From an optimization exercise on the open Yosys and OpenROAD flow, aimed at small area, a short achievable clock period and few clock cycles; shortcuts taken in it are not production practice.
Function was checked by simulation only, so behaviour that the tests miss may differ from the original.
Power is estimated from default activity; no workload was simulated.

[flow/config.mk]
export PLATFORM = sky130hd
export DESIGN_NAME = iec61937_framer
export DESIGN_NICKNAME = iec61937_framer
export VERILOG_FILES = /design/flow/design.v
export SDC_FILE = /design/flow/constraint.sdc
export NUM_CORES = 4
export LEC_CHECK = 0
export CAP_MARGIN = 20
export CORE_MARGIN = 2
export CORE_UTILIZATION = 40
export CTS_BUF_LIST = sky130_fd_sc_hd__clkbuf_8
export CTS_CLUSTER_SIZE = 30
export PLACE_DENSITY = 0.6
export SETUP_SLACK_MARGIN = 5
export SLEW_MARGIN = 20
export TNS_END_PERCENT = 15
[flow/constraint.sdc]
create_clock -name core_clock -period 8.0 [get_ports {clk}]
set_input_delay 1.6000 -clock core_clock [delete_from_list [all_inputs] [get_ports {clk}]]
set_output_delay 1.6000 -clock core_clock [all_outputs]
set_load 0.01 [all_outputs]
[flow/design.v]
module iec61937_framer (
    input             clk,
    input             rst,
    input             cmd_valid,
    output            cmd_ready,
    input      [7:0]  cmd_op,
    input      [31:0] cmd_arg,
    input      [31:0] cmd_dur,
    input      [31:0] cmd_cap,
    input             au_valid,
    output            au_ready,
    input      [7:0]  au_data,
    output            out_valid,
    input             out_ready,
    output     [7:0]  out_data,
    output            rsp_valid,
    output     [3:0]  rsp_status,
    output     [31:0] rsp_out_len,
    output            rsp_consumed,
    output            mem_we,
    output            mem_re,
    output     [18:0] mem_addr,
    output     [7:0]  mem_wdata,
    input      [7:0]  mem_rdata
);
    localparam [3:0] ST_OK = 4'd0, ST_NULL = 4'd5, ST_DUR = 4'd6, ST_BUF = 4'd7, ST_BAD = 4'd8;
    localparam IDLE = 0, DEC = 1, CADD = 2, CCHK = 3, WR = 4, INTK = 5, PLAN0 = 6,
               FETCH = 7, EV = 8, PEND = 9, HDR = 10, SUB = 11, UPD = 12, RW0 = 13,
               ZC = 14, TERM = 15, PAY = 16, ZERO = 17, ZDONE = 18, FIN = 19, RESP = 20,
               EV0 = 21, PD = 22, PW = 23, EV1 = 24, CADD0 = 25, UPL = 26, ZC0 = 27,
               CCHK0 = 28, PD0 = 29;
    localparam NS = 30;
    function [18:0] inc19(input [18:0] a);
        integer j;
        begin
            for (j = 0; j < 19; j = j + 1)
                inc19[j] = a[j] ^ (&(a | ~((19'd1 << j) - 19'd1)));
        end
    endfunction
    function [18:0] dec19(input [18:0] a);
        integer j;
        begin
            for (j = 0; j < 19; j = j + 1)
                dec19[j] = a[j] ^ ~(|(a & ((19'd1 << j) - 19'd1)));
        end
    endfunction
    reg [NS-1:0] st;
    reg          rdy;              
    reg        c_op20, c_op21, c_op22, c_argok, c_a16, c_big, c_durbad, c_ge16k, c_ge64k;
    reg [18:0] L;                  
    reg        Lz;                 
    reg        f_open, f_rate16, f_pend, mode;
    reg [2:0]  count, head;
    reg [12:0] odur;
    reg [15:0] pcm;
    reg [18:0] A, S;
    reg        eq;                 
    reg [19:0] R1;                 
    reg [15:0] R2;                 
    reg        r2z;
    reg [31:0] E;                  
    wire [18:0] E_len = E[31:13];
    wire [12:0] E_dur = E[12:0];
    reg [2:0]  k, cur, tb, bc;
    reg        tsel, split, nt, stored_now, take_au, cw, emit, pfirst, f_fit, f_dur;
    reg [7:0]  O, K, hold;
    reg        O_v, K_v, s1_v, we_r, we_pass;
    reg [3:0]  r_status;
    reg        r_burst, r_consumed;
    wire can_direct = !K_v && !s1_v;
    wire can_ram    = !K_v || !s1_v;
    wire tok_imm    = (st[HDR] || st[SUB] || st[TERM] || (st[ZERO] && !r2z)) && can_direct;
    wire pay_ram    = st[PAY] && !r2z && !eq && can_ram;
    reg  kz, k1, klast, capbad;     
    reg  free_st, pass_st, fre;     
    wire pay_au     = pass_st && !r2z && eq && !Lz && can_direct;
    wire free_in    = free_st && !Lz;
    wire au_fire    = au_valid && (pay_au || free_in);
    wire pass_fire  = au_valid && pay_au;
    wire fetch_re   = fre;
    wire r2_dec     = pay_ram || pass_fire || (st[ZERO] && tok_imm);
    reg  [3:0]  a0lo;              
    reg  [2:0]  n1;                
    wire [16:0] capx   = {f_rate16 ? 10'h1FF : 10'h07F, a0lo, 3'd0};    
    wire [16:0] per_m16 = f_rate16 ? 17'd65520 : 17'd16368;
    wire [17:0] per     = f_rate16 ? 18'd65536 : 18'd16384;
    reg  [19:0] X;
    reg         cx;
    reg  [15:0] Y;
    reg         cy, sel_r2, sel_odur;
    wire [19:0] sum1 = R1 + X + {19'd0, cx};
    wire [15:0] y2   = sel_r2 ? {3'd0, R2[12:0]} : sel_odur ? {3'd0, odur} : pcm;
    wire [15:0] sum2 = y2 + Y + {15'd0, cy};
    wire [3:0]  a0lo_c = 4'd12 + {3'd0, f_pend} - {1'b0, k} - {3'd0, nt};
    reg [7:0] imm;
    always @(*) begin
        imm = 8'h00;
        if (st[HDR]) begin
            case (bc)
                3'd0: imm = 8'hF8;
                3'd1: imm = 8'h72;
                3'd2: imm = 8'h4E;
                3'd3: imm = 8'h1F;
                3'd4: imm = f_rate16 ? 8'h18 : 8'h08;
                3'd5: imm = 8'h39;
                3'd6: imm = R1[15:8];
                default: imm = R1[7:0];
            endcase
        end else if (st[SUB]) begin
            case (bc)
                3'd0: imm = {4'd0, R1[19:16]};
                3'd1: imm = R1[15:8];
                3'd2: imm = R1[7:0];
                3'd3: imm = {5'd0, E_len[18:16]};
                3'd4: imm = E_len[15:8];
                3'd5: imm = E_len[7:0];
                3'd6: imm = pcm[15:8];
                default: imm = pcm[7:0];
            endcase
        end
    end
    wire [7:0] push_data = s1_v ? mem_rdata : (st[PAY] ? au_data : imm);
    wire       push      = (s1_v && !K_v) || tok_imm || pass_fire;
    wire       pop       = O_v && out_ready;
    assign cmd_ready    = rdy;
    assign au_ready     = pay_au || free_in;
    assign out_valid    = O_v;
    assign out_data     = O;
    assign rsp_valid    = st[RESP];
    assign rsp_status   = r_status;
    assign rsp_out_len  = {15'd0, r_burst & f_rate16, 1'b0, r_burst & ~f_rate16, 14'd0};
    assign rsp_consumed = r_consumed;
    assign mem_we       = we_r;
    assign mem_re       = pay_ram || fetch_re;
    assign mem_addr     = tsel ? {3'b111, 10'd0, cur, tb} : A;
    assign mem_wdata    = hold;
    wire [18:0] A_inc = (A == 19'h6FFFF) ? 19'd0 : inc19(A);
    wire [18:0] L_dec = dec19(L);
    wire [15:0] R2_dec = dec19({3'd0, R2});
    wire        store_ok = c_op21 && f_open && !c_durbad && (f_rate16 ? c_ge64k : c_ge16k)
                           && odur[12:10] == 3'd0 && count != 3'd5;
    wire        ev_take  = f_dur && (f_fit || (!R1[19] && |R1[18:3]));
    reg swap;
    always @(*) begin
        swap = 1'b0;
        if (st[DEC] && store_ok && !mode)
            swap = 1'b1;                                     
        if (st[PEND] && mode && !(kz && stored_now))
            swap = 1'b1;                                     
        if (st[PAY] && r2z && stored_now && !take_au)
            swap = 1'b1;                                     
    end
    reg [18:0] A_d, S_d, L_d;
    reg [15:0] R2_d;
    always @(*) begin
        A_d = A; S_d = S; L_d = L; R2_d = R2;
        if (st[DEC] && c_op20 && c_argok) begin
            A_d = A & 19'h6FFFF; S_d = A & 19'h6FFFF;
        end
        if (swap) begin
            A_d = S; S_d = A;
        end
        if (pay_ram) begin
            A_d = A_inc;
        end
        if (we_r && !tsel) begin
            A_d = A_inc;
            if (we_pass) S_d = A_inc;
        end
        if (au_fire) L_d = L_dec;
        if (rdy) L_d = cmd_arg[18:0];
        if (r2_dec) R2_d = R2_dec;
        if ((st[EV] && ev_take) || (st[FETCH] && tb == 3'd1 && !cw && !emit && kz))
            R2_d = sum2;
        if (st[PEND]) R2_d = split ? capx[15:0] : ~sum1[15:0];
        if (st[PAY] && r2z) R2_d = ~R1[15:0];
    end
    reg [NS-1:0] stn;
    always @(posedge clk) begin
        a0lo <= a0lo_c;
        kz    <= (k == 3'd0);
        k1    <= (k == 3'd1);
        klast <= (k + 3'd1 == count);
        n1   <= k - {2'd0, f_pend} + 3'd1;
        if (st[DEC] && c_op20 && c_argok)
            eq <= 1'b1;
        else if (pay_ram || (we_r && !tsel && !we_pass))
            eq <= (A_inc == S);
        if (r2_dec)
            r2z <= (R2 == 16'd1);
        else if (st[PEND])
            r2z <= !split && (&sum1[15:0]);
        else if (st[PAY] && r2z)
            r2z <= 1'b0;
        if (rdy)
            Lz <= (cmd_arg[18:0] == 19'd0);
        else if (au_fire)
            Lz <= (L == 19'd1);
        A   <= A_d;
        S   <= S_d;
        L   <= L_d;
        R2  <= R2_d;
        if (swap) mode <= ~mode;
        if (st[PAY] && r2z && take_au) mode <= 1'b1;
        if (rdy) begin
            c_op20   <= cmd_op == 8'h20;
            c_op21   <= cmd_op == 8'h21;
            c_op22   <= cmd_op == 8'h22;
            c_argok  <= cmd_arg == 32'd4 || cmd_arg == 32'd16;
            c_a16    <= cmd_arg[4];
            c_big    <= |cmd_arg[31:19];
            c_durbad <= (|cmd_dur[31:13]) || (cmd_dur[12] && |cmd_dur[11:0]);
            c_ge16k  <= |cmd_cap[31:14];
            c_ge64k  <= |cmd_cap[31:16];
            R1       <= {1'b0, cmd_arg[18:0]};
            Y        <= {3'd0, cmd_dur[12:0]};
        end
        if (K_v) begin
            if (pop) begin
                O   <= K;
                K_v <= 1'b0;
            end
        end else if (push) begin
            if (!O_v || pop) begin
                O   <= push_data;
                O_v <= 1'b1;
            end else begin
                K   <= push_data;
                K_v <= 1'b1;
            end
        end else if (pop) begin
            O_v <= 1'b0;
        end
        s1_v <= pay_ram || (s1_v && K_v);
        if (tok_imm) bc <= bc + 3'd1;
        we_r    <= 1'b0;
        we_pass <= 1'b0;
        if (au_fire) begin
            hold    <= au_data;
            we_r    <= 1'b1;
            we_pass <= pass_fire;
        end
        if (st[FETCH]) begin
            tb <= tb + 3'd1;
            if (tb == 3'd0) begin
                X  <= ~20'd8;                                
                cx <= 1'b1;
            end
            if (tb == 3'd1 && !cw && !emit)
                R1 <= sum1;
            if (tb != 3'd0)
                E <= {E[23:0], mem_rdata};
        end
        stn = st;
        case (1'b1)
            st[IDLE], st[RESP]: begin
                if (cmd_valid)
                    stn = 1 << DEC;
                else
                    stn = 1 << IDLE;
            end
            st[DEC]: begin
                cy         <= 1'b0;
                sel_r2     <= 1'b0;
                sel_odur   <= 1'b1;
                r_burst    <= 1'b0;
                r_consumed <= 1'b0;
                r_status   <= ST_OK;
                stored_now <= 1'b0;
                split      <= 1'b0;
                nt         <= 1'b0;
                emit       <= 1'b0;
                cw         <= 1'b0;
                take_au    <= 1'b0;
                k          <= 3'd0;
                cur        <= head;
                stn        = 1 << RESP;
                if (c_op20) begin
                    if (c_argok) begin
                        f_open   <= 1'b1;
                        f_rate16 <= c_a16;
                        count    <= 3'd0;
                        odur     <= 13'd0;
                        pcm      <= 16'd0;
                        f_pend   <= 1'b0;
                    end else
                        r_status <= ST_NULL;
                end else if (c_op21) begin
                    if (!f_open)
                        r_status <= ST_NULL;
                    else if (c_durbad)
                        r_status <= ST_DUR;
                    else if (!(f_rate16 ? c_ge64k : c_ge16k))
                        r_status <= ST_BUF;
                    else if (odur[12:10] == 3'd0) begin
                        if (count == 3'd5)
                            r_status <= ST_BUF;
                        else if (count == 3'd0)
                            stn = 1 << CCHK0;
                        else begin
                            cw   <= 1'b1;
                            tsel <= 1'b1;
                            tb   <= 3'd0;
                            stn  = 1 << FETCH;
                        end
                    end else
                        stn = 1 << PLAN0;
                end else if (c_op22) begin
                    f_open <= 1'b0;
                end else
                    r_status <= ST_BAD;
            end
            st[CADD]: begin
                R1  <= sum1;
                k   <= k + 3'd1;
                cur <= cur + 3'd1;
                if (klast)
                    stn = 1 << CCHK0;
                else begin
                    tsel <= 1'b1;
                    tb   <= 3'd0;
                    stn  = 1 << FETCH;
                end
            end
            st[CCHK0]: begin
                capbad <= c_big || R1 > 20'd327680;
                stn    = 1 << CCHK;
            end
            st[CCHK]: begin
                cw    <= 1'b0;
                E     <= {L, Y[12:0]};
                if (capbad) begin
                    r_status <= ST_BUF;
                    stn      = 1 << RESP;
                end else begin
                    stored_now <= 1'b1;
                    r_consumed <= 1'b1;
                    cur        <= head + count;
                    count      <= count + 3'd1;
                    tsel       <= 1'b1;
                    tb         <= 3'd0;
                    stn        = 1 << WR;
                end
            end
            st[WR]: begin
                if (!we_r) begin
                    if (!emit)
                        odur <= sum2[12:0];
                    hold <= E[31:24];
                    E    <= {E[23:0], 8'd0};
                    we_r <= 1'b1;
                end else if (tb != 3'd3) begin
                    hold <= E[31:24];
                    E    <= {E[23:0], 8'd0};
                    we_r <= 1'b1;
                    tb   <= tb + 3'd1;
                end else begin
                    tsel <= 1'b0;
                    if (emit)
                        stn = 1 << ZC0;
                    else if (odur[12:10] == 3'd0)
                        stn = 1 << INTK;
                    else
                        stn = 1 << PLAN0;
                end
            end
            st[INTK]: begin
                if (Lz)
                    stn = 1 << RESP;
            end
            st[PLAN0]: begin
                Y          <= 16'd0;
                cy         <= 1'b0;
                sel_r2     <= 1'b0;
                sel_odur   <= 1'b1;
                R1  <= {3'd0, f_rate16 ? 10'h1FF : 10'h07F, 4'd12 + {3'd0, f_pend}, 3'd0};
                k   <= 3'd0;
                cur <= head;
                if (count == 3'd0)
                    stn = 1 << PW;
                else begin
                    tsel <= 1'b1;
                    tb   <= 3'd0;
                    stn  = 1 << FETCH;
                end
            end
            st[FETCH]: begin
                if (tb == 3'd4) begin
                    tsel <= 1'b0;
                    if (cw)
                        stn = 1 << CADD0;
                    else if (!emit)
                        stn = 1 << EV0;
                    else if (pfirst)
                        stn = 1 << UPL;
                    else
                        stn = 1 << SUB;
                end
            end
            st[EV0]: begin
                X        <= ~{1'b0, E_len};
                cx       <= 1'b1;
                Y        <= ~{3'd0, E_dur};
                cy       <= 1'b1;
                sel_r2   <= 1'b1;
                sel_odur <= 1'b0;
                stn      = 1 << EV1;
            end
            st[EV1]: begin
                f_fit <= !sum1[19];
                f_dur <= !sum2[15];
                stn   = 1 << EV;
            end
            st[CADD0]: begin
                X   <= {1'b0, E_len};
                cx  <= 1'b0;
                stn = 1 << CADD;
            end
            st[SUB], st[UPL]: begin
                X        <= {1'b0, E_len};
                cx       <= 1'b0;
                Y        <= {3'd0, E_dur};
                cy       <= 1'b0;
                sel_r2   <= 1'b0;
                sel_odur <= 1'b0;
                if (st[UPL] || (tok_imm && bc == 3'd7))
                    stn = 1 << UPD;
            end
            st[ZC0]: begin
                X   <= ~{2'd0, (f_rate16 ? 18'd65536 : 18'd16384)};
                cx  <= 1'b0;
                stn = 1 << ZC;
            end
            st[EV]: begin
                if (ev_take) begin
                    R1  <= sum1;
                    k   <= k + 3'd1;
                    cur <= cur + 3'd1;
                    if (!f_fit) begin
                        split <= 1'b1;
                        stn   = 1 << PW;
                    end else if (klast)
                        stn = 1 << PW;
                    else begin
                        tsel <= 1'b1;
                        tb   <= 3'd0;
                        stn  = 1 << FETCH;
                    end
                end else begin
                    nt  <= 1'b1;
                    stn = 1 << PW;
                end
            end
            st[PW]: begin
                X   <= ~{3'd0, f_rate16 ? 10'h1FF : 10'h07F, a0lo_c, 3'd0};
                cx  <= 1'b0;
                stn = 1 << PEND;
            end
            st[PEND]: begin
                if (kz && stored_now)
                    stn = 1 << INTK;
                else begin
                    take_au <= stored_now && (k == count);
                    bc      <= 3'd0;
                    emit    <= 1'b1;
                    pfirst  <= f_pend;
                    stn     = 1 << PD0;
                end
            end
            st[PD0]: begin
                X   <= {7'd0, R2[15:3]};
                cx  <= |R2[2:0];
                R1  <= {17'd0, n1};
                stn = 1 << PD;
            end
            st[PD]: begin
                R1  <= sum1;
                stn = 1 << HDR;
            end
            st[HDR]: begin
                if (tok_imm && bc == 3'd7) begin
                    R1 <= {14'd0, n1 + 3'd1, 3'd0};
                    if (kz)
                        stn = 1 << ZC0;
                    else begin
                        cur  <= head;
                        tsel <= 1'b1;
                        tb   <= 3'd0;
                        stn  = 1 << FETCH;
                    end
                end
            end
            st[UPD]: begin
                R1     <= sum1;
                pcm    <= sum2[15:0];
                k      <= k - 3'd1;
                pfirst <= 1'b0;
                X  <= ~{3'd0, per_m16};
                cx <= 1'b1;
                if (k1 && split)
                    stn = 1 << RW0;
                else begin
                    head  <= head + 3'd1;
                    count <= count - 3'd1;
                    if (k1)
                        stn = 1 << ZC0;
                    else begin
                        cur  <= head + 3'd1;
                        tsel <= 1'b1;
                        tb   <= 3'd0;
                        stn  = 1 << FETCH;
                    end
                end
            end
            st[RW0]: begin
                E     <= {sum1[18:0], 13'd0};
                cur   <= head;
                tsel  <= 1'b1;
                tb    <= 3'd0;
                stn   = 1 << WR;
            end
            st[ZC]: begin
                R1  <= split ? ~20'd16 : sum1;        
                stn = 1 << TERM;
            end
            st[TERM]: begin
                if (tok_imm && bc == 3'd7)
                    stn = 1 << PAY;
            end
            st[PAY]: begin
                if (r2z)
                    stn = 1 << ZERO;
            end
            st[ZERO]: begin
                if (r2z)
                    stn = 1 << ZDONE;
            end
            st[ZDONE]: begin
                if ((Lz || !stored_now) && !O_v && !K_v && !s1_v)
                    stn = 1 << FIN;
            end
            st[FIN]: begin
                odur[12:10] <= odur[12:10] - 3'd1;
                pcm[15:10]  <= pcm[15:10] - 6'd1;
                f_pend      <= split;
                r_burst     <= 1'b1;
                stn         = 1 << RESP;
            end
            default: stn = 1 << IDLE;
        endcase
        st  <= stn;
        free_st <= stn[INTK] || ((stn[ZERO] || stn[ZDONE]) && stored_now);
        pass_st <= stn[PAY] && take_au;
        fre     <= stn[FETCH] && (!st[FETCH] || tb != 3'd3);
        rdy <= stn[IDLE] | stn[RESP];
        if (rst) begin
            st     <= 1 << IDLE;
            rdy    <= 1'b1;
            f_open <= 1'b0;
            O_v    <= 1'b0;
            K_v    <= 1'b0;
            s1_v   <= 1'b0;
            we_r   <= 1'b0;
            tsel   <= 1'b0;
            free_st <= 1'b0;
            pass_st <= 1'b0;
            fre    <= 1'b0;
        end
    end
endmodule
[flow/run.sh]
#!/bin/bash
# synth_recipe.tcl (not shown) runs the flow's synth.tcl, then flattens the netlist and writes it again
# the make line also repeats each setting of config.mk as NAME=value (left out here)
make -C /OpenROAD-flow-scripts/flow DESIGN_CONFIG=/design/flow/config.mk WORK_HOME=/design/flow/orfs CLKGATE_MAP_FILE= SYNTH_SCRIPT=/design/flow/synth_recipe.tcl finish
==> out/results.md, run 1 <==
| Stage | Item | Value |
| --- | --- | --- |
| layout | Layout fillers | 5555 |
| critical path | Element type at the critical path start | flip-flop |
| logic synthesis | Post-synthesis cell type with the largest combined area | edfxtp_1 |
| timing | Least-Margin Pin Slew | 1.18 ns |
| floorplan | Io pins | 203 |
| drt | Drt first pass iters | 8 |
| timing | Final setup skew | 0.0587 ns |
| global route | Global-route congestion overflow total | 0 |
| cts | Number of clock sinks | 316 |
| logic synthesis | Post-synthesis area per instance | 7.94 um^2 |
| logic synthesis | Cell variety after synth | 88 |
| drt | Remaining routing DRC violations | 0 |
| timing | Final setup violating endpoints | 0 |
| cts | Clock-pin transition on the worst setup and hold timing paths | 0.06 ns |
| layout | Final cell count without fillers | 3890 |
| global route | Total Routing Usage GR | 36.3% |
| cts | TritonCTS buffer count | 60 |
| global route | Maximum number of pins on one net before global-route repair | 48 |
| placed design | Final weighted congestion in routability-driven placement | 1.02 |
| timing | Final max-slew violation count | 0 |
| layout | Final instance area | 0.0280 mm^2 |
| hold path | Destination of the worst hold path | f_rate16$_DFFE_PP_ |
| placed design | Post-detail-place hpwl | 82.2 mm |
| drt | Drt initial violations | 3034 |
| power | Leakage component of the power | 10.9 nW |
| timing | Slew margin rel. | 21.2% |
| floorplan | Core Region | 0.0564 mm^2 |
| cts | Maximum level of the CTS H-tree | 2 |
| logic synthesis | Synth Warn # | 1 |
| status | Result of the run | complete, no violations |
| timing | Hold Worst Slack | 0.438 ns |
| hold path | Min-delay worst type | flip-flop to flip-flop |
| cts | Clock tree from TritonCTS | yes |
| timing | Achievable clock frequency | 0.272 GHz |
| logic synthesis | Cell with the most instances after synthesis | nand2_1 |
| run | Number of max-cap violations | 0 |
| logic synthesis | Fraction of the yosys area taken by sequential cells | 33.9% |
| cts | Clock latency on the worst-skew pair | 0.73 ns |
| logic synthesis | Post-Syn Instances | 2871 |
| cts | Root buffer selected by CTS | clkbuf_8 |
| global route | Met1 usage | 48.1% |
| hold path | Startpoint of the worst hold path | c_a16$_DFFE_PP_ |
| logic synthesis | Share of the synthesized area in the top cell type | 18.6% |
| timing | Final sum of negative setup slack | 0 ns |
| drt | Via density per instance | 6.47 |
| timing | Final number of hold-violating endpoints | 0 |
| critical path | Crit path kind | flip-flop to output pin |
| placed design | Count of input and output buffers | 158 |
| logic synthesis | Top cells by area, synth | edfxtp_1 (19%), dfxtp_1 (15%), o21ai_0 (5.6%) |
| global route | Number of antenna violations at the first check in global routing | 3 |
| critical path | Crit path arrival time | 2.08 ns |
| floorplan | Die Wd | 243 um |
| timing | Final critical path time including I/O delays and setup | 3.68 ns |
| placed design | Placed instance area | 0.0251 mm^2 |
| timing | Period utilisation layout | 45.9% |
| layout | Area of the multi-input gates | 0.0146 mm^2 |
| critical path | Number of cells on the worst reg-to-reg path | 15 |
| placed design | Number of placed instances, taps included | 3671 |
| power | Total power draw | 6.47 mW |
| power | VDD IR-drop max | 0.278 mV |
| placed design | Setup WS pre-CTS | 3.62 ns |
| critical path | Critical path fanouts, max | 2 |
| power | PD cells | 231 mW/mm^2 |
| drt | Routed wirelength normalized by instance count | 28.8 um |
| drt | Total wire length after detailed routing | 112 mm |
| global route | GR peak layer | met2 |
| logic synthesis | Flip-flop and latch count after synthesis | 316 |
| logic synthesis | Most common flop cell mapped by yosys | dfxtp_1 |
| floorplan | Number of standard-cell rows in the floorplan | 87 |
| critical path | Worst reg2reg path startpoint | sel_odur$_SDFFCE_PP1P_ |
| floorplan | Initial Utilization | 40.4% |
| timing | RSZ-0062 raised after global routing | yes |
| layout | Area taken by flip-flops and latches | 0.00777 mm^2 |
| critical path | Worst Setup End Kind | output pin |
| logic synthesis | Ranking of synthesized cells by instance count | nand2_1 (316), nor2_1 (310), o21ai_0 (256), a21oi_1 (254), dfxtp_1 (175) |
| hold path | Hold Crit Depth | 0 |
| logic synthesis | Post-synth EDFFs | 141 |
| critical path | Data required time at the worst endpoint | 6.40 ns |
| layout | Fin nets | 3288 |
| global route | Vias in the first global route | 23400 |
| global route | Met3 capacity usage during global routing | 9.31% |
| drt | Antenna-violating nets left | 0 |
| logic synthesis | Post-synthesis async set-or-reset flop share | 0% |
| timing | Setup slack after layout | 4.32 ns |
| layout | Proportion of layout cells with a drive suffix above 1 | 15.3% |
| critical path | Crit Reg-Reg Endpoint | pcm[15]$_SDFFCE_PP0P_ |
| cts | Max Buffers Root-to-Sink | 3 |
| critical path | Worst setup slack for register-to-register paths | 4.47 ns |
| global route | Met2 global-route usage | 54.1% |
| layout | Growth of design area from synthesis to finish | 22.9% |
| floorplan | Die H | 243 um |
| layout | Layout Utilization | 49.7% |
| logic synthesis | Mapped Area | 0.0228 mm^2 |
| drt | Routed vias | 25200 |
| global route | Wire length of the first global-routing pass | 160 mm |
| floorplan | Die area | 0.0589 mm^2 |
[where the power goes]
| group | switching (mW) | leakage, nW | internal (mW) | total [mW] |
|---|---|---|---|---|
| logic | 1.51 | 7.43 | 0.911 | 2.42 |
| registers | 0.376 | 2.76 | 1.88 | 2.26 |
| clock network | 0.806 | 0.743 | 0.980 | 1.79 |
[layout by cell type, fill, tap and decap left out, types with 20 or more instances in the layout]
cell	netlist	routed
a21oi_1	254	246
xor2_1	41	35
ha_1	73	71
edfxtp_1	141	141
conb_1	1	30
clkbuf_8	0	79
a31oi_1	25	24
or3_1	24	24
nor2_1	310	294
mux2i_1	67	65
o22ai_1	52	52
nor2b_1	35	29
xnor2_1	61	52
a211oi_1	44	35
nand3_1	61	59
clkdlybuf4s50_1	0	139
a221oi_1	36	35
dfxtp_1	175	159
and3_1	27	26
o21ai_0	256	247
nand2_1	316	307
nand4_1	20	20
o211ai_1	25	25
nor4_1	45	40
a22oi_1	34	34
buf_4	30	160
inv_1	89	99
nor3_1	82	73
[repair_timing]
item / in CTS / in global routing
gates cloned: 0 / 1
setup endpoints to repair: 318 / 317
resized for setup: 144 / 128
setup buffers: 43 / 62
hold buffers: 0 / 0
pin swaps: 14 / 38
[final cells by class]
cell class	instances	area share, %
Multi-Input combinational cell	2277	52.2
Sequential cell	316	27.7
Timing Repair Buffer	336	10.7
Clock buffer	79	3.88
Tap cell	756	3.38
Inverter	92	1.27
Clock inverter	31	0.827
Antenna cell	3	0.0268
[worst max path at each step]
| stage | start | to | slack [ns] |
|---|---|---|---|
| finish | r2z$_DFFE_PP_ | mem_re | 4.32 |
| global route | r2z$_DFFE_PP_ | mem_re | 4.28 |
| CTS | sel_odur$_SDFFCE_PP1P_ | pcm[15]$_SDFFCE_PP0P_ | 4.26 |
| detailed placement | cmd_arg[8] | c_argok$_DFFE_PP_ | 3.62 |
| global placement | au_valid | r2z$_DFFE_PP_ | 3.61 |
| floorplan | cy$_SDFFCE_PN0P_ | R2[12]$_DFFE_PP_ | 4.91 |
[worst max-delay path: stages, from the launching register on]
cell,delay (ns)
edfxtp_1,0.40
buf_6,0.15
nand2b_4,0.13
or2_4,0.25
a21oi_4,0.18
or2_4,0.16
buf_6,0.09
[state kept, by name (all words and copies together) (netlist names), 4 cells and up]
name      flops
K             8
odur         13
a0lo          4
pcm          16
hold          8
L            19
R2           16
S            19
O             8
R1           20
r_status      4
A            19
st           30
X            20
Y            16
E            32
[metal layers]
metal,wire length [um],part of all wire (%),vias to the layer above
met5,25,0.022,-
met4,6800,6.1,4
met3,12000,11,337
met2,47800,43,1596
met1,45300,40,12200
li1,-,-,11100
[kinds of logic (layout without fill, tap and decap cells)]
| group | after synthesis | after routing | share of synthesized area (%) |
|---|---|---|---|
| AND/OR/NAND/NOR | 1017 | 1017 | 20.8 |
| AO/OA/AOI/OAI | 958 | 958 | 26.9 |
| flip-flops | 316 | 316 | 33.9 |
| buffers and inverters | 307 | 538 | 5.63 |
| XOR/XNOR | 102 | 102 | 3.92 |
| multiplexers | 90 | 90 | 4.08 |
| adder cells (fa/ha/maj) | 80 | 80 | 4.62 |
| other | 1 | 33 | 0.0165 |
Testbench counts, summed over its fixed seeds: cycles 3,719,591.
==> inputs of run 2 (changes only) <==
--- a/flow/config.mk
+++ b/flow/config.mk
@@ -8,8 +8,6 @@
 export CAP_MARGIN = 20
 export CORE_MARGIN = 2
 export CORE_UTILIZATION = 40
-export CTS_BUF_LIST = sky130_fd_sc_hd__clkbuf_8
-export CTS_CLUSTER_SIZE = 30
 export PLACE_DENSITY = 0.6
 export SETUP_SLACK_MARGIN = 5
 export SLEW_MARGIN = 20
==> run 2 against run 1 <==
Global-route usage up 0.068 points. Critical path depth did not move. Synthesized cell count is the same. Clock power increased by 12%. Final cell count is 0.98% lower. Critical path type unchanged. Register-to-register slack barely moved. Sequential share of layout area down 0.31 points. Routed wire length about the same.
==> out/results.md, run 2 <==
| Stage | Item | Value |
| --- | --- | --- |
| status | Result of the run | complete, no violations |
| logic synthesis | Cell variety after synth | 88 |
| power | PD cells | 239 mW/mm^2 |
| power | Sequential share of power | 33.4% |
| floorplan | Die H | 243 um |
| logic synthesis | Post-synth EDFFs | 141 |
| layout | Antenna diode instance count | 0 |
| critical path | Data required time at the worst endpoint | 6.40 ns |
| power | VDD IR-drop max | 0.293 mV |
| timing | Final setup skew | 0.0127 ns |
| layout | Most frequent cells in the layout | nand2_1 (307), nor2_1 (292), a21oi_1 (242) |
| critical path | Crit path kind | flip-flop to output pin |
| critical path | Cell-by-cell trace of the critical path | buf_6 > nand2b_4 > or2_4 > a21oi_4 > or2_4 > buf_6 |
| logic synthesis | Mapped Area | 0.0228 mm^2 |
| drt | Remaining routing DRC violations | 0 |
| timing | Hold Worst Slack | 0.441 ns |
| drt | Drt initial violations | 3185 |
| layout | Layout Utilization | 50.2% |
| power | Internal cell power | 4.04 mW |
| logic synthesis | Post-Syn Instances | 2871 |
| placed design | Final weighted congestion in routability-driven placement | 1.02 |
| power | Power dissipated by switching net loads | 2.72 mW |
| logic synthesis | Flip-flop and latch count after synthesis | 316 |
| power | Sw Share | 40.3% |
| logic synthesis | Fraction of the yosys area taken by sequential cells | 33.9% |
| logic synthesis | Post-synthesis area per instance | 7.94 um^2 |
| run | Number of max-cap violations | 0 |
| logic synthesis | Cell with the most instances after synthesis | nand2_1 |
| cts | Clock tree from TritonCTS | yes |
| timing | RSZ-0062 raised after global routing | yes |
| cts | Clock-pin transition on the worst setup and hold timing paths | 0.06 ns |
| cts | Clock latency on the worst-skew pair | 0.60 ns |
| floorplan | Die area | 0.0589 mm^2 |
| global route | Vias in the first global route | 23300 |
| drt | Total wire length after detailed routing | 112 mm |
| timing | Slew margin rel. | 23.5% |
| cts | Max Buffers Root-to-Sink | 3 |
| timing | Final critical path time including I/O delays and setup | 3.55 ns |
| layout | Growth of design area from synthesis to finish | 24.2% |
| timing | Period utilisation layout | 44.4% |
| floorplan | Die Wd | 243 um |
| logic synthesis | Share of the synthesized area in the top cell type | 18.6% |
| global route | Number of antenna violations at the first check in global routing | 5 |
| power | Total power draw | 6.76 mW |
| drt | Routed wirelength normalized by instance count | 29.1 um |
| logic synthesis | Post-synthesis cell type with the largest combined area | edfxtp_1 |
| cts | Maximum level of the CTS H-tree | 2 |
| power | Leakage component of the power | 10.9 nW |
| logic synthesis | Ranking of synthesized cells by instance count | nand2_1 (316), nor2_1 (310), o21ai_0 (256), a21oi_1 (254), dfxtp_1 (175) |
| timing | Final max-slew violation count | 0 |
| logic synthesis | Most common flop cell mapped by yosys | dfxtp_1 |
| cts | Root buffer selected by CTS | clkbuf_16 |
| logic synthesis | Post-synthesis async set-or-reset flop share | 0% |
| critical path | Critical path fanouts, max | 2 |
| logic synthesis | Top cells by area, synth | edfxtp_1 (19%), dfxtp_1 (15%), o21ai_0 (5.6%) |
| critical path | Cell at the slowest stage of the critical path | edfxtp_1 |
| layout | Proportion of layout cells with a drive suffix above 1 | 14.9% |
| layout | Most common library cell in the layout ignoring fill and taps | nand2_1 |
| timing | Final sum of negative setup slack | 0 ns |
| floorplan | Number of standard-cell rows in the floorplan | 87 |
| timing | Final setup violating endpoints | 0 |
| critical path | Delay of the slowest critical-path stage | 0.42 ns |
| critical path | Worst Setup End Kind | output pin |
| drt | Via density per instance | 6.55 |
| timing | Achievable clock frequency | 0.282 GHz |
| placed design | Post-detail-place hpwl | 82.2 mm |
| global route | Total Routing Usage GR | 36.4% |
| global route | Global-route congestion overflow total | 0 |
| cts | TritonCTS buffer count | 41 |
| timing | Least-Margin Pin Slew | 1.15 ns |
| layout | Fin nets | 3270 |
| global route | Maximum number of pins on one net before global-route repair | 48 |
| floorplan | Core Region | 0.0564 mm^2 |
| layout | Largest registers ranked by flip-flop count | E x32, st x30 |
| timing | Final number of hold-violating endpoints | 0 |
| cts | Number of clock sinks | 316 |
| hold path | Min-delay worst type | flip-flop to flip-flop |
| placed design | Setup WS pre-CTS | 3.62 ns |
| critical path | Crit path arrival time | 1.95 ns |
| power | Portion of total power attributed to combinational logic | 37.0% |
| critical path | Element type at the critical path start | flip-flop |
| floorplan | Initial Utilization | 40.4% |
| timing | Setup slack after layout | 4.45 ns |
| layout | Largest register FFs | 32 |
| layout | Register bank with the most flops | E |
| cts | CTS Hold Buffers Added | 0 |
| logic synthesis | Synth Warn # | 1 |
| placed design | Count of input and output buffers | 158 |
| drt | Routed vias | 25200 |
| drt | Drt first pass iters | 8 |
| global route | Wire length of the first global-routing pass | 160 mm |
| floorplan | Io pins | 203 |
| power | Clock network fraction of total power | 29.7% |
| drt | Antenna-violating nets left | 0 |
run 2: cell count changes in the layout (fill, tap and decap cells not counted), moves of 4 or more:
cell,change
clkbuf_8,-74
clkbuf_16,+49
inv_1,-15
buf_4,-10
buf_6,+9
buf_2,-7
clkdlybuf4s50_1,+7
clkbuf_1,+6
o21ai_0,-6
o21ai_1,+6
ha_1,-5
a21oi_1,-4
a21oi_2,+4
clkinv_2,-4
run 2: final timing paths:
kind | from | endpoint | slack, ns | cells past startpoint
setup / recovery | r2z$_DFFE_PP_ | mem_re | 4.45 | 6
hold / removal | c_a16$_DFFE_PP_ | f_rate16$_DFFE_PP_ | 0.44 | 0
setup reg to reg | R1[0]$_DFF_P_ | R1[8]$_DFF_P_ | 4.48 | 14
hold reg to reg | c_a16$_DFFE_PP_ | f_rate16$_DFFE_PP_ | 0.44 | 0
run 2: metrics by stage:
stage	instance area, um^2	std cells
final	28300	3852
after detailed placement	25100	3671
after CTS	27300	3793
after global placement	25100	3669
after floorplan	23000	2900
after global routing	28300	3852
run 2: metal layers:
metal | up-vias | track usage, % | wire, um
met1 | 12100 | 48.5 | 45000
met3 | 363 | 9.19 | 12400
met5 | - | 0.0817 | 27
met4 | 4 | 19.1 | 6860
li1 | 11000 | - | -
met2 | 1702 | 54.3 | 47700
run 2: worst max-delay path: cells and delay by family (launching register included):
kind	cells	cell delay (ns)
AOI/OAI and AO/OA	1	0.17
DFF	1	0.42
buffers and inverters	2	0.24
and+or+nand+nor	3	0.54
run 2: logic make-up after synthesis:
| kind of cell | Yosys count | synth area share (%) |
|---|---|---|
| fa+ha+maj | 80 | 4.62 |
| mux | 90 | 4.08 |
| compound gates | 958 | 26.9 |
| other cells | 1 | 0.0165 |
| simple gates | 1017 | 20.8 |
| flops | 316 | 33.9 |
| buf+inv | 307 | 5.63 |
| xor+xnor | 102 | 3.92 |
run 2: area by class of cell:
type	instances	area, um^2
fillers	5501	28100
multi-input cells	2277	14700
flip-flops and latches	316	7760
repair buffers	337	3070
clock buffers	60	1320
well taps	756	946
inverters	92	355
clock inverters	14	128
run 2: power by group through the flow:
stage	Clock, mW	Combinational [mW]	Sequential [mW]
floorplan	0	1.15	2.05
global placement	0	1.92	2.26
detailed placement	0	1.94	2.26
CTS	2.01	2.23	2.23
global route	2.07	2.60	2.26
finish	2.01	2.50	2.26
run 2: what timing repair did:
| action | in CTS | in global routing |
|---|---|---|
| resized for setup | 109 | 157 |
| cloned | 0 | 1 |
| pin swaps | 26 | 44 |
| setup endpoints to repair | 321 | 325 |
| setup buffers | 48 | 58 |
==> inputs of run 3 (changes only) <==
--- a/flow/design.v
+++ b/flow/design.v
@@ -58,9 +58,6 @@
     reg [19:0] R1;                 
     reg [15:0] R2;                 
     reg        r2z;
-    reg [31:0] E;                  
-    wire [18:0] E_len = E[31:13];
-    wire [12:0] E_dur = E[12:0];
     reg [2:0]  k, cur, tb, bc;
     reg        tsel, split, nt, stored_now, take_au, cw, emit, pfirst, f_fit, f_dur;
     reg [7:0]  O, K, hold;
@@ -87,6 +84,8 @@
     reg  [19:0] X;
     reg         cx;
     reg  [15:0] Y;
+    reg         sub8;              
+    wire [31:0] T = {X[18:0], Y[12:0]};
     reg         cy, sel_r2, sel_odur;
     wire [19:0] sum1 = R1 + X + {19'd0, cx};
     wire [15:0] y2   = sel_r2 ? {3'd0, R2[12:0]} : sel_odur ? {3'd0, odur} : pcm;
@@ -111,9 +110,9 @@
                 3'd0: imm = {4'd0, R1[19:16]};
                 3'd1: imm = R1[15:8];
                 3'd2: imm = R1[7:0];
-                3'd3: imm = {5'd0, E_len[18:16]};
-                3'd4: imm = E_len[15:8];
-                3'd5: imm = E_len[7:0];
+                3'd3: imm = {5'd0, X[18:16]};
+                3'd4: imm = X[15:8];
+                3'd5: imm = X[7:0];
                 3'd6: imm = pcm[15:8];
                 default: imm = pcm[7:0];
             endcase
@@ -174,6 +173,7 @@
             R2_d = sum2;
         if (st[PEND]) R2_d = split ? capx[15:0] : ~sum1[15:0];
         if (st[PAY] && r2z) R2_d = ~R1[15:0];
+        if (rdy) R2_d = {3'd0, cmd_dur[12:0]};
     end
     reg [NS-1:0] stn;
     always @(posedge clk) begin
@@ -213,7 +213,6 @@
             c_ge16k  <= |cmd_cap[31:14];
             c_ge64k  <= |cmd_cap[31:16];
             R1       <= {1'b0, cmd_arg[18:0]};
-            Y        <= {3'd0, cmd_dur[12:0]};
         end
         if (K_v) begin
             if (pop) begin
@@ -243,13 +242,15 @@
         if (st[FETCH]) begin
             tb <= tb + 3'd1;
             if (tb == 3'd0) begin
-                X  <= ~20'd8;                                
-                cx <= 1'b1;
+                if (sub8)
+                    R1 <= sum1;                              
+                sub8 <= 1'b0;
+                cx   <= 1'b0;
+            end
+            if (tb != 3'd0) begin
+                X <= {1'b0, T[23:5]};
+                Y <= {3'd0, T[4:0], mem_rdata};
             end
-            if (tb == 3'd1 && !cw && !emit)
-                R1 <= sum1;
-            if (tb != 3'd0)
-                E <= {E[23:0], mem_rdata};
         end
         stn = st;
         case (1'b1)
@@ -328,7 +329,8 @@
             end
             st[CCHK]: begin
                 cw    <= 1'b0;
-                E     <= {L, Y[12:0]};
+                X     <= {1'b0, L};
+                Y     <= {3'd0, R2[12:0]};
                 if (capbad) begin
                     r_status <= ST_BUF;
                     stn      = 1 << RESP;
@@ -346,12 +348,14 @@
                 if (!we_r) begin
                     if (!emit)
                         odur <= sum2[12:0];
-                    hold <= E[31:24];
-                    E    <= {E[23:0], 8'd0};
+                    hold <= T[31:24];
+                    X    <= {1'b0, T[23:5]};
+                    Y    <= {3'd0, T[4:0], 8'd0};
                     we_r <= 1'b1;
                 end else if (tb != 3'd3) begin
-                    hold <= E[31:24];
-                    E    <= {E[23:0], 8'd0};
+                    hold <= T[31:24];
+                    X    <= {1'b0, T[23:5]};
+                    Y    <= {3'd0, T[4:0], 8'd0};
                     we_r <= 1'b1;
                     tb   <= tb + 3'd1;
                 end else begin
@@ -373,11 +377,14 @@
                 cy         <= 1'b0;
                 sel_r2     <= 1'b0;
                 sel_odur   <= 1'b1;
-                R1  <= {3'd0, f_rate16 ? 10'h1FF : 10'h07F, 4'd12 + {3'd0, f_pend}, 3'd0};
+                R1  <= {3'd0, f_rate16 ? 10'h1FF : 10'h07F, 4'd11 + {3'd0, f_pend}, 3'd0};   
+                sub8 <= 1'b0;
                 k   <= 3'd0;
                 cur <= head;
-                if (count == 3'd0)
+                if (count == 3'd0) begin
+                    nt  <= 1'b1;                     
                     stn = 1 << PW;
+                end
                 else begin
                     tsel <= 1'b1;
                     tb   <= 3'd0;
@@ -388,7 +395,7 @@
                 if (tb == 3'd4) begin
                     tsel <= 1'b0;
                     if (cw)
-                        stn = 1 << CADD0;
+                        stn = 1 << CADD;
                     else if (!emit)
                         stn = 1 << EV0;
                     else if (pfirst)
@@ -398,9 +405,9 @@
                 end
             end
             st[EV0]: begin
-                X        <= ~{1'b0, E_len};
+                X        <= ~X;
                 cx       <= 1'b1;
-                Y        <= ~{3'd0, E_dur};
+                Y        <= ~Y;
                 cy       <= 1'b1;
                 sel_r2   <= 1'b1;
                 sel_odur <= 1'b0;
@@ -411,15 +418,8 @@
                 f_dur <= !sum2[15];
                 stn   = 1 << EV;
             end
-            st[CADD0]: begin
-                X   <= {1'b0, E_len};
-                cx  <= 1'b0;
-                stn = 1 << CADD;
-            end
             st[SUB], st[UPL]: begin
-                X        <= {1'b0, E_len};
                 cx       <= 1'b0;
-                Y        <= {3'd0, E_dur};
                 cy       <= 1'b0;
                 sel_r2   <= 1'b0;
                 sel_odur <= 1'b0;
@@ -442,6 +442,9 @@
                     end else if (klast)
                         stn = 1 << PW;
                     else begin
+                        X    <= ~20'd8;
+                        cx   <= 1'b1;
+                        sub8 <= 1'b1;
                         tsel <= 1'b1;
                         tb   <= 3'd0;
                         stn  = 1 << FETCH;
@@ -513,7 +516,8 @@
                 end
             end
             st[RW0]: begin
-                E     <= {sum1[18:0], 13'd0};
+                X     <= {1'b0, sum1[18:0]};
+                Y     <= 16'd0;
                 cur   <= head;
                 tsel  <= 1'b1;
                 tb    <= 3'd0;
==> run 3 against run 2 <==
Sequential power decreased by 9.3%. Synthesized cell count increased by 1.4%. Sequential cell count is 32 lower. Final area hardly changed. Utilization is 0.20 points higher. Global-route usage is 1.3 points higher. First-iteration DRC count rose by 7.8%. Count of clock-buffer cells in the layout down 5. Final cell count is 0.80% higher. Power up 3.0%. Largest cell class unchanged. Largest power group unchanged.
==> out/results.md, run 3 <==
| Stage | Item | Value |
| --- | --- | --- |
| placed design | Final weighted congestion in routability-driven placement | 0.997 |
| layout | Fin nets | 3301 |
| layout | Proportion of layout cells with a drive suffix above 1 | 17.1% |
| timing | Least-Margin Pin Slew | 1.17 ns |
| timing | Final sum of negative setup slack | 0 ns |
| drt | Routed wirelength normalized by instance count | 30.0 um |
| drt | Highest routing layer actually used | met5 |
| logic synthesis | Flip-flop and latch count after synthesis | 284 |
| status | Result of the run | complete, no violations |
| layout | Layout Utilization | 50.4% |
| timing | Final setup skew | 0.0232 ns |
| critical path | Cell-by-cell trace of the critical path | buf_6 > inv_6 > nand4_1 > o32ai_2 > buf_2 |
| critical path | Crit path kind | flip-flop to output pin |
| cts | Number of clock sinks | 284 |
| critical path | Worst path buffer plus inverter count | 3 |
| cts | Clock latency on the worst-skew pair | 0.59 ns |
| drt | Met3 layer wire length in the routed design | 13.8 mm |
| drt | Met2 wire length | 48.5 mm |
| floorplan | Initial Utilization | 40.4% |
| cts | Root buffer selected by CTS | clkbuf_16 |
| floorplan | Number of standard-cell rows in the floorplan | 87 |
| timing | Final critical path time including I/O delays and setup | 3.37 ns |
| critical path | Gate family responsible for the most delay along the worst path | buffers and inverters |
| logic synthesis | Most common flop cell mapped by yosys | dfxtp_1 |
| logic synthesis | Post-synthesis area per instance | 7.79 um^2 |
| global route | Global-route congestion overflow total | 0 |
| timing | Final number of hold-violating endpoints | 0 |
| drt | Drt first pass iters | 8 |
| global route | Maximum number of pins on one net before global-route repair | 70 |
| power | PD cells | 246 mW/mm^2 |
| layout | Most frequent cells in the layout | nor2_1 (309), nand2_1 (293), a21oi_1 (237) |
| logic synthesis | Post-synth EDFFs | 138 |
| cts | Maximum level of the CTS H-tree | 2 |
| critical path | Data required time at the worst endpoint | 6.40 ns |
| floorplan | Core Region | 0.0562 mm^2 |
| placed design | Setup WS pre-CTS | 3.78 ns |
| critical path | Crit path capture | au_ready |
| logic synthesis | Post-synthesis cell type with the largest combined area | edfxtp_1 |
| timing | Achievable clock frequency | 0.297 GHz |
| logic synthesis | Cell with the most instances after synthesis | nor2_1 |
| global route | Total Routing Usage GR | 37.7% |
| layout | Layout fillers | 5521 |
| cts | TritonCTS buffer count | 37 |
| drt | Antenna-violating nets left | 0 |
| critical path | Worst reg2reg path startpoint | sel_odur$_SDFFCE_PP1P_ |
| global route | Vias in the first global route | 23500 |
| timing | Final max-slew violation count | 0 |
| cts | CTS Hold Buffers Added | 0 |
| logic synthesis | Post-synthesis async set-or-reset flop share | 0% |
| layout | Growth of design area from synthesis to finish | 24.9% |
| placed design | Post-detail-place hpwl | 84.1 mm |
| drt | Drt initial violations | 3433 |
| layout | Register bank with the most flops | st |
| power | Leakage component of the power | 10.8 nW |
| layout | Most common library cell in the layout ignoring fill and taps | nor2_1 |
| drt | Remaining routing DRC violations | 0 |
| cts | Max Buffers Root-to-Sink | 3 |
| cts | Clock-pin transition on the worst setup and hold timing paths | 0.06 ns |
| placed design | Count of input and output buffers | 158 |
| logic synthesis | Top cells by area, synth | edfxtp_1 (18%), dfxtp_1 (13%), o21ai_0 (5.7%) |
| floorplan | Die H | 242 um |
| layout | Largest register FFs | 29 |
| floorplan | Die Wd | 242 um |
| timing | Slew margin rel. | 21.9% |
| logic synthesis | Ranking of synthesized cells by instance count | nor2_1 (321), nand2_1 (302), o21ai_0 (259), a21oi_1 (257), clkbuf_1 (157) |
| logic synthesis | Share of the synthesized area in the top cell type | 18.3% |
| timing | RSZ-0062 raised after global routing | yes |
| critical path | Worst setup slack for register-to-register paths | 4.65 ns |
| logic synthesis | Mapped Area | 0.0227 mm^2 |
| logic synthesis | Fraction of the yosys area taken by sequential cells | 31.2% |
| global route | Wire length of the first global-routing pass | 164 mm |
| critical path | Worst setup startpoint | r2z$_DFFE_PP_ |
| critical path | Delay of the slowest critical-path stage | 0.37 ns |
| logic synthesis | Post-Syn Instances | 2911 |
| layout | Final instance area | 0.0283 mm^2 |
| timing | Final setup violating endpoints | 0 |
| logic synthesis | Cell variety after synth | 104 |
| critical path | Crit Reg-Reg Endpoint | R2[14]$_SDFFE_PP0P_ |
| drt | Total wire length after detailed routing | 116 mm |
| hold path | Min-delay worst type | flip-flop to flip-flop |
| floorplan | Die area | 0.0586 mm^2 |
| cts | Clock tree from TritonCTS | yes |
| critical path | Element type at the critical path start | flip-flop |
| placed design | Number of placed instances, taps included | 3705 |
| run | Number of max-cap violations | 0 |
| logic synthesis | Synth Warn # | 1 |
| placed design | Placed instance area | 0.0250 mm^2 |
| critical path | Worst Setup End Kind | output pin |
| critical path | Cell at the slowest stage of the critical path | edfxtp_1 |
| critical path | Critical path fanouts, max | 4 |
| timing | Setup slack after layout | 4.63 ns |
| drt | Via density per instance | 6.60 |
| drt | Routed vias | 25600 |
| layout | Largest registers ranked by flip-flop count | st x29, R1 x20, X x20 |
| floorplan | Io pins | 203 |
| timing | Period utilisation layout | 42.1% |
| layout | Final cell count without fillers | 3883 |
| global route | Number of antenna violations at the first check in global routing | 4 |
| critical path | Crit path arrival time | 1.77 ns |
| critical path | Number of cells on the worst reg-to-reg path | 15 |
| power | VDD IR-drop max | 0.317 mV |
| drt | Detailed-route wire length on metal 1 | 45.9 mm |
| critical path | Number of cells on the critical path | 5 |
==> run 3: changes by cell type after synthesis, moves of 10 or more <==
cell / before / now
nor2_1: 310 / 321
a211oi_1: 44 / 62
mux2_2: 23 / 33
a31oi_1: 25 / 46
nand2_1: 316 / 302
dfxtp_1: 175 / 146
a221oi_1: 36 / 21
==> run 3: how the worst min path moves through the flow <==
stage | start | to | depth (start not counted) | slack [ns]
CTS | c_a16$_DFFE_PP_ | f_rate16$_DFFE_PP_ | 0 | 0.44
finish | c_a16$_DFFE_PP_ | f_rate16$_DFFE_PP_ | 0 | 0.43
global placement | c_a16$_DFFE_PP_ | f_rate16$_DFFE_PP_ | 0 | 0.41
detailed placement | c_a16$_DFFE_PP_ | f_rate16$_DFFE_PP_ | 0 | 0.42
floorplan | c_a16$_DFFE_PP_ | f_rate16$_DFFE_PP_ | 0 | 0.40
global route | c_a16$_DFFE_PP_ | f_rate16$_DFFE_PP_ | 0 | 0.45
==> run 3: kinds of logic after synthesis <==
group | share of synthesized area [%]
DFF | 31.2
xor gates and xnor gates | 3.59
and+or+nand+nor | 21.3
other | 0.0165
buffers and inverters | 5.92
adders and majority gates | 4.65
muxes | 4.73
AOI/OAI and AO/OA | 28.6
==> run 3: area by class of cell <==
class	count	area, um^2	area share [%]
Clock buffer	55	1100	3.90
Multi-Input combinational cell	2337	15400	54.5
Tap cell	756	946	3.34
Antenna cell	2	5.00	0.0177
Inverter	96	379	1.34
Sequential cell	284	7150	25.2
Timing Repair Buffer	340	3170	11.2
Clock inverter	13	119	0.420
==> run 3: per-stage QoR <==
step | hold slack [ns] | power (mW)
after floorplan | 0.400 | 3.34
after global placement | 0.407 | 4.48
after detailed placement | 0.423 | 4.51
after CTS | 0.440 | 6.58
after global routing | 0.451 | 7.15
final | 0.434 | 6.97
==> run 3: what timing repair did <==
item / 4_1_cts / 5_1_grt
setup endpoints to repair: 322 / 272
pin swaps: 54 / 48
gates cloned: 0 / 2
gates resized for setup: 238 / 141
setup buffers: 66 / 40
==> run 3: layer usage <==
layer  global-route usage (%)  vias to the layer above
met3                     9.63                      358
met1                     50.3                    12300
met4                     21.3                        4
li1                         -                    11200
met2                     55.2                     1807
met5                        0                        -
==> run 3: report_power, final <==
| group | internal, mW | leakage, nW | total [mW] | switching [mW] |
|---|---|---|---|---|
| combinational | 1.23 | 7.72 | 3.20 | 1.96 |
| sequential | 1.71 | 2.52 | 2.05 | 0.341 |
| clock | 0.995 | 0.602 | 1.72 | 0.726 |
| total | 3.94 | 10.8 | 6.97 | 3.03 |
Testbench counts of run 3, summed over its fixed seeds: cycles 3,719,504.
==> inputs of run 4 (changes only) <==
--- a/flow/config.mk
+++ b/flow/config.mk
@@ -11,4 +11,4 @@
 export PLACE_DENSITY = 0.6
 export SETUP_SLACK_MARGIN = 5
 export SLEW_MARGIN = 20
-export TNS_END_PERCENT = 15
+export TNS_END_PERCENT = 5
==> run 4 against run 3 <==
Utilization down 1.7 points. Fmax shrank 1.7%. Final cell count down 1.2%. Via count down 1.6%. Combinational power decreased by 13%. Synthesized cell count is the same. Sequential power up 3%. Final area decreased by 3.4%. Largest power group unchanged. Still clean on timing, DRC and antenna. First-iteration DRC count grew 3.2%. Critical path type is now flip-flop to flip-flop.
==> out/results.md, run 4 <==
| Stage | Item | Value |
| --- | --- | --- |
| status | Result of the run | complete, no violations |
| critical path | Data required time at the worst endpoint | 8.44 ns |
| drt | Remaining routing DRC violations | 0 |
| placed design | Post-detail-place hpwl | 81.9 mm |
| floorplan | Die Wd | 242 um |
| drt | Drt first pass iters | 8 |
| logic synthesis | Post-synth EDFFs | 138 |
| critical path | Element type at the critical path start | flip-flop |
| cts | Clock tree from TritonCTS | yes |
| floorplan | Die area | 0.0586 mm^2 |
| global route | Maximum number of pins on one net before global-route repair | 61 |
| power | Total power draw | 6.61 mW |
| drt | Routed wirelength normalized by instance count | 29.6 um |
| global route | Wire length of the first global-routing pass | 161 mm |
| drt | Routed vias | 25200 |
| logic synthesis | Most common flop cell mapped by yosys | dfxtp_1 |
| timing | Final setup skew | 0.0211 ns |
| layout | Growth of design area from synthesis to finish | 20.7% |
| cts | Clock-pin transition on the worst setup and hold timing paths | 0.06 ns |
| placed design | Final weighted congestion in routability-driven placement | 1.04 |
| cts | Clock latency on the worst-skew pair | 0.58 ns |
| floorplan | Initial Utilization | 40.4% |
| timing | Final sum of negative setup slack | 0 ns |
| logic synthesis | Share of the synthesized area in the top cell type | 18.3% |
| power | PD cells | 241 mW/mm^2 |
| cts | Number of clock sinks | 284 |
| timing | Slew margin rel. | 27.0% |
| timing | Final number of hold-violating endpoints | 0 |
| layout | Most common library cell in the layout ignoring fill and taps | nor2_1 |
| placed design | Setup WS pre-CTS | 3.50 ns |
| global route | Number of antenna violations at the first check in global routing | 1 |
| drt | Total wire length after detailed routing | 114 mm |
| cts | CTS Hold Buffers Added | 0 |
| cts | Maximum level of the CTS H-tree | 2 |
| timing | Final setup violating endpoints | 0 |
| layout | Fin nets | 3251 |
| drt | Via density per instance | 6.58 |
| global route | Vias in the first global route | 23400 |
| drt | Drt initial violations | 3544 |
| power | Leakage component of the power | 10.5 nW |
| layout | Largest registers ranked by flip-flop count | st x29, R1 x20, X x20 |
| critical path | Worst Setup End Kind | flip-flop |
| floorplan | Number of standard-cell rows in the floorplan | 87 |
| logic synthesis | Post-synthesis async set-or-reset flop share | 0% |
| logic synthesis | Mapped Area | 0.0227 mm^2 |
| logic synthesis | Flip-flop and latch count after synthesis | 284 |
| timing | Final critical path time including I/O delays and setup | 3.43 ns |
| global route | Global-route congestion overflow total | 0 |
| drt | Antenna-violating nets left | 0 |
| layout | Proportion of layout cells with a drive suffix above 1 | 13.4% |
| cts | TritonCTS buffer count | 38 |
| timing | Period utilisation layout | 42.8% |
| power | VDD IR-drop max | 0.336 mV |
| layout | Register bank with the most flops | st |
| floorplan | Core Region | 0.0562 mm^2 |
| layout | Layout fillers | 5610 |
| run | Number of max-cap violations | 0 |
| logic synthesis | Synth Warn # | 1 |
| logic synthesis | Top cells by area, synth | edfxtp_1 (18%), dfxtp_1 (13%), o21ai_0 (5.7%) |
| floorplan | Io pins | 203 |
| floorplan | Die H | 242 um |
| timing | Achievable clock frequency | 0.292 GHz |
| logic synthesis | Ranking of synthesized cells by instance count | nor2_1 (321), nand2_1 (302), o21ai_0 (259), a21oi_1 (257), clkbuf_1 (157) |
| global route | Total Routing Usage GR | 36.9% |
| cts | Root buffer selected by CTS | clkbuf_16 |
| placed design | Count of input and output buffers | 158 |
| cts | Max Buffers Root-to-Sink | 3 |
| critical path | Crit path kind | flip-flop to flip-flop |
| timing | Setup slack after layout | 4.57 ns |
| timing | Least-Margin Pin Slew | 1.09 ns |
| logic synthesis | Post-synthesis area per instance | 7.79 um^2 |
| logic synthesis | Post-synthesis cell type with the largest combined area | edfxtp_1 |
| timing | Final max-slew violation count | 0 |
| critical path | Critical path fanouts, max | 5 |
| timing | RSZ-0062 raised after global routing | yes |
| layout | Largest register FFs | 29 |
| logic synthesis | Cell with the most instances after synthesis | nor2_1 |
| logic synthesis | Post-Syn Instances | 2911 |
| critical path | Crit path arrival time | 3.87 ns |
| layout | Most frequent cells in the layout | nor2_1 (315), nand2_1 (297), a21oi_1 (247) |
| hold path | Min-delay worst type | flip-flop to flip-flop |
| logic synthesis | Fraction of the yosys area taken by sequential cells | 31.2% |
| logic synthesis | Cell variety after synth | 104 |
-- run 4: changes by cell type in the layout (fill, tap and decap cells not counted), moves of 8 or more --
cell,before,now
a21oi_1,237,247
dlygate4sd2_1,11,20
a21oi_2,16,8
buf_6,32,7
mux2_2,25,33
ha_1,61,69
buf_4,147,111
mux2_4,8,0
o21ai_0,232,244
-- run 4: final timing paths --
kind	startpoint	endpoint	slack (ns)	cells past startpoint
min	c_a16$_DFFE_PP_	f_rate16$_DFFE_PP_	0.43	0
max	bc[0]$_DFF_P_	R1[12]$_DFF_P_	4.57	10
max reg2reg	bc[0]$_DFF_P_	R1[12]$_DFF_P_	4.57	10
min reg2reg	c_a16$_DFFE_PP_	f_rate16$_DFFE_PP_	0.43	0
-- run 4: critical path, stage by stage, from the launching register on --
cell,delay (ns)
dfxtp_1,0.41
ha_1,0.22
ha_1,0.32
nand4bb_1,0.53
nand2_1,0.45
inv_1,0.25
o21ai_0,0.27
a21oi_1,0.11
a311o_1,0.34
a221oi_2,0.27
o211ai_1,0.11
-- run 4: through the flow --
step / utilization (%) / hold slack [ns] / cell area [um^2] / std cells
after floorplan: - / 0.400 / 22800 / 2940
after global placement: 44.3 / 0.406 / 24900 / 3694
after detailed placement: 44.3 / 0.414 / 24900 / 3694
after CTS: 47.6 / 0.428 / 26700 / 3807
after global routing: 48.7 / 0.434 / 27300 / 3832
final: 48.7 / 0.426 / 27400 / 3836
-- run 4: cell families (layout without fill, tap and decap cells) --
logic type	Yosys count	in the layout	synth area share, %
other	1	34	0.0165
AOI/OAI and AO/OA	1000	1000	28.6
and+or+nand+nor	1031	1031	21.3
muxes	103	103	4.73
xor gates and xnor gates	93	93	3.59
DFF	284	284	31.2
adders and majority gates	80	80	4.65
buffers and inverters	319	455	5.92
-- run 4: cell type report --
cell class                      instances  area (um^2)  share of cell area, %
Clock inverter                         19          134                  0.489
Multi-Input combinational cell       2337        15000                   54.7
Antenna cell                            4         10.0                 0.0366
Sequential cell                       284         7170                   26.2
Inverter                               96          373                   1.36
Timing Repair Buffer                  289         2710                   9.89
Clock buffer                           51         1060                   3.88
Tap cell                              756          946                   3.46
-- run 4: power breakdown --
| group | switching [mW] | internal [mW] | total [mW] | leakage [nW] |
|---|---|---|---|---|
| sequential | 0.393 | 1.72 | 2.11 | 2.52 |
| clock | 0.733 | 0.965 | 1.70 | 0.584 |
| combinational | 1.74 | 1.05 | 2.80 | 7.41 |
| total | 2.87 | 3.73 | 6.61 | 10.5 |
-- run 4: repair_timing --
action                                 CTS  global route
setup buffers                           43            23
gates cloned                             0             2
gates resized for setup                118           111
endpoints found under the hold margin    0             0
pin swaps                               16            28
setup endpoints to repair              328           285
-- run 4: per-layer routing --
metal | part of all wire, % | track usage [%]
met2 | 43 | 55.4
met3 | 11 | 7.85
met1 | 40 | 49.7
met5 | 0.0070 | 0
met4 | 6.0 | 19.4

re-timing with driven ports:
No port has a modelled driver above. Below, the same layouts with a new extraction and two added sets of constraints. Step 1 sets driving cells, clkbuf_16 on the clock port and buf_2 on the other inputs (assumed; they add their load-dependent delay and slew). Step 2, shift: input delay + t, output delay - t, t = (earliest + latest rising clock arrival at the registers) / 2. This alone moves slack from input paths to output paths. Slacks: ideal ports / drivers / drivers and shift; pairs: ideal ports / drivers.
run | t (ns) | setup slack, ns | latest minus earliest clock arrival (ns)
run 1 | 0.766 | 4.324 / 4.263 / 3.985 | 0.059 / 0.059
run 2 | 0.653 | 4.448 / 4.384 / 3.893 | 0.013 / 0.012
run 3 | 0.641 | 4.629 / 4.563 / 4.178 | 0.024 / 0.024
run 4 | 0.635 | 4.572 / 4.546 / 4.115 | 0.023 / 0.023
After both steps setup and hold are still met in every run listed. The setup slack of run 2, which loses most, moves by -0.064 ns with the drivers and by -0.555 ns with both steps.
